Source: an optimization exercise on an open RTL-to-GDS flow (aim: small area). Production flows keep margins and buffers that such runs may drop. Function was checked by simulation only, so behaviour that the tests miss may differ from the original. No driver is modelled on the clock port, so clocking that relies on it looks cheaper here than on a real chip. No activity file was given, so power comes from the tool's default toggle rates.

run 1:
Design sp_parser, start of the top module:
module sp_parser (
    input  wire        clk,
    input  wire        rst,         
    input  wire        in_valid,    
    input  wire [7:0]  in_byte,
    input  wire        json_ok,     
    output wire        st_valid,    
    output wire [7:0]  status,      
    output wire        pay_valid,   
    output wire [7:0]  pay_byte,
    output wire [1:0]  msg_state,   
    output wire [1:0]  msg_tag,     
    output wire [15:0] msg_props,
    output wire [15:0] msg_cmd,
    output wire [15:0] msg_plen,
    output wire        msg_stby,
    output wire [31:0] hb_epoch,
    output wire [31:0] hb_serial,
    output wire [15:0] hb_volt,
    output wire [7:0]  hb_temp,
    output wire [7:0]  hb_mode
);
    localparam [1:0] TAG_SAR  = 2'd1;
    localparam [1:0] TAG_STBY = 2'd2;
    localparam [1:0] TAG_HB   = 2'd3;
    reg        r_st_valid;
    reg        r_pay_valid;
    reg  [7:0] r_pay_byte;
    reg        m_valid;         
    reg        m_cinv;          
    reg        ez, ex, ey;
    reg  [3:0] idx;             
    reg  [1:0] tag;             
    reg        hck_hi;          
    reg [10:0] acc;             
    reg [15:0] pck;             
    reg [15:0] props;
    reg  [7:0] sh [0:10];       
    wire       push    = in_valid;
    wire [3:0] idx_inc = {idx[3] ^ (&idx[2:0]), idx[2] ^ (&idx[1:0]), idx[1] ^ idx[0], ~idx[0]};
  ...
Size: ~480 cells after synthesis, roughly 150 flip-flops, roughly 6500 um^2 of cells after synthesis.
Settings: LEC_CHECK=0, CAP_MARGIN=20, CORE_MARGIN=2, CORE_UTILIZATION=70, GPL_TIMING_DRIVEN=0, SLEW_MARGIN=20; clock period 6.0 ns.
standard.sh (not shown) runs the stock make flow with config.mk's settings and CLKGATE_MAP_FILE= SYNTH_SCRIPT=/design/flow/synth_recipe.tcl, a recipe that flattens the netlist after the stock synthesis.
==> flow/flow/run.sh <==
#!/bin/bash
set -euo pipefail
here=$(pwd)
POST_CTS_TCL=$here/flow/post_cts.tcl bash standard.sh \
  "REMOVE_ABC_BUFFERS=1" \
  "BUFFER_PORTS_ARGS=-buffer_cell sky130_fd_sc_hd__buf_1" \
  "CTS_ARGS=-sink_clustering_enable -repair_clock_nets -dont_use_dummy_load -buf_list sky130_fd_sc_hd__clkbuf_4 -root_buf sky130_fd_sc_hd__clkbuf_8 -sink_clustering_size 20 -sink_clustering_max_diameter 40" \
  finish > flow_standard.log 2>&1
==> flow/flow/post_cts.tcl <==
set limit 0.110
set bigger sky130_fd_sc_hd__clkbuf_8
estimate_parasitics -placement
set n 0
foreach inst [get_cells *] {
  set m [get_property $inst ref_name]
  if {![string match sky130_fd_sc_hd__clkbuf_4 $m] && ![string match sky130_fd_sc_hd__clkbuf_2 $m]} continue
  set worst 0
  foreach opin [get_pins -of_objects $inst -filter "direction == output"] {
    set net [get_nets -of_objects $opin]
    foreach p [get_pins -of_objects $net -filter "direction == input"] {
      foreach rf {rise fall} {
        set s [get_property $p slew_max_$rf]
        if {$s > $worst} {set worst $s}
      }
    }
  }
  if {$worst > $limit} {
    replace_cell $inst $bigger
    incr n
  }
}
puts "post_cts: upsized $n clock buffers to $bigger"
estimate_parasitics -placement
Run 1 reached the final stage; the timing, design-rule and antenna checks on its layout passed.
What run 2 does differently from run 1 at the input level:
# run 1
export LEC_CHECK = 0
export CAP_MARGIN = 20
export CORE_MARGIN = 2
export CORE_UTILIZATION = 70
export GPL_TIMING_DRIVEN = 0
export SLEW_MARGIN = 20
create_clock -name core_clock -period 6.0 [get_ports {clk}]
# run 2
export LEC_CHECK = 0
export CAP_MARGIN = 20
export CORE_MARGIN = 2
export CORE_UTILIZATION = 70
export SLEW_MARGIN = 20
create_clock -name core_clock -period 6.0 [get_ports {clk}]
--- a/flow/flow/run.sh
+++ b/flow/flow/run.sh
@@ -4,3 +4,2 @@
 POST_CTS_TCL=$here/flow/post_cts.tcl bash standard.sh \
-  "REMOVE_ABC_BUFFERS=1" \
   "BUFFER_PORTS_ARGS=-buffer_cell sky130_fd_sc_hd__buf_1" \
## What came out
Of run 1 and run 2, the run reporting the lower signed area change from the synthesized netlist to the final layout was run 2. Run 1 finished every stage and its layout cleared the timing, design-rule and antenna checks. Per the final summary, run 2 finished and its layout is clean on timing, DRC and antenna. Delta (run 2 minus run 1): via count saw a decrease; number of cells on the worst reg-to-reg path saw little to no change.
Setup changes, run 2 to run 3
--- a/flow/flow/run.sh
+++ b/flow/flow/run.sh
@@ -4,2 +4,3 @@
 POST_CTS_TCL=$here/flow/post_cts.tcl bash standard.sh \
+  "REMOVE_ABC_BUFFERS=1" "SKIP_REPAIR_TIE_FANOUT=1" \
   "BUFFER_PORTS_ARGS=-buffer_cell sky130_fd_sc_hd__buf_1" \
### Flow results
Flip-flop and latch share of the layout cell area in run 3 vs run 2: up 0.68 points. Net count reported at finish: run 3 < run 2. | non-clock buffer count | higher: run 2 |. Looking at final weighted congestion in routability-driven placement across run 3 and run 2, the one that comes out lower is run 3. Changes observed in run 3 relative to run 2: leakage power figure went down 2.6%, worst hold slack decreased 11 ps. The non-clock buffer share of cell area number comes out higher for run 2 vs run 3.
#### Input delta (run 4 over run 3)
# run 3
export LEC_CHECK = 0
export CAP_MARGIN = 20
export CORE_MARGIN = 2
export CORE_UTILIZATION = 70
export SLEW_MARGIN = 20
create_clock -name core_clock -period 6.0 [get_ports {clk}]
# run 4
export LEC_CHECK = 0
export CAP_MARGIN = 20
export CORE_MARGIN = 2
export CORE_UTILIZATION = 70
export GPL_TIMING_DRIVEN = 0
export SLEW_MARGIN = 20
create_clock -name core_clock -period 6.0 [get_ports {clk}]
[summary]
Summary: with run 3 as the reference, maximum number of pins on one net before global-route repair in run 4 moved down by more than half. Routed wire length in run 4 is 3.6% higher than in run 3. Summary of run 4 over run 3: combinational power down about 2%; part of the total power dissipated in the clock network rose 1.3 points.

## re-timing with driven ports
The results above use ideal ports. As a check the final layouts listed here were re-extracted and re-timed, cells and wires unchanged.
Step 1 sets driving cells, clkbuf_16 on the clock port and buf_2 on the other inputs (assumed; they add their load-dependent delay and slew).
Step 2 also shifts input and output timing later by t, the mid clock arrival at the registers, as if the neighbouring blocks saw the same clock.
Slacks: no drivers / after step 1 / after step 2; pairs: no drivers / after step 1.
run | shift t [ns] | slack for setup (ns) | hold slack, ns
run 1 | 0.432 | 0.251 / 0.263 / -0.169 | 0.428 / 0.428 / 0.428
run 2 | 0.429 | 0.553 / 0.553 / 0.180 | 0.433 / 0.433 / 0.433
run 3 | 0.428 | 0.496 / 0.496 / 0.172 | 0.422 / 0.422 / 0.422
run 4 | 0.440 | 0.204 / 0.220 / -0.220 | 0.431 / 0.431 / 0.431
With both steps, setup timing fails in run 1 and run 4, where it was met with ideal ports. For run 4, which loses most, drivers alone change the setup slack by +0.016 ns; drivers and shift together by -0.424 ns.
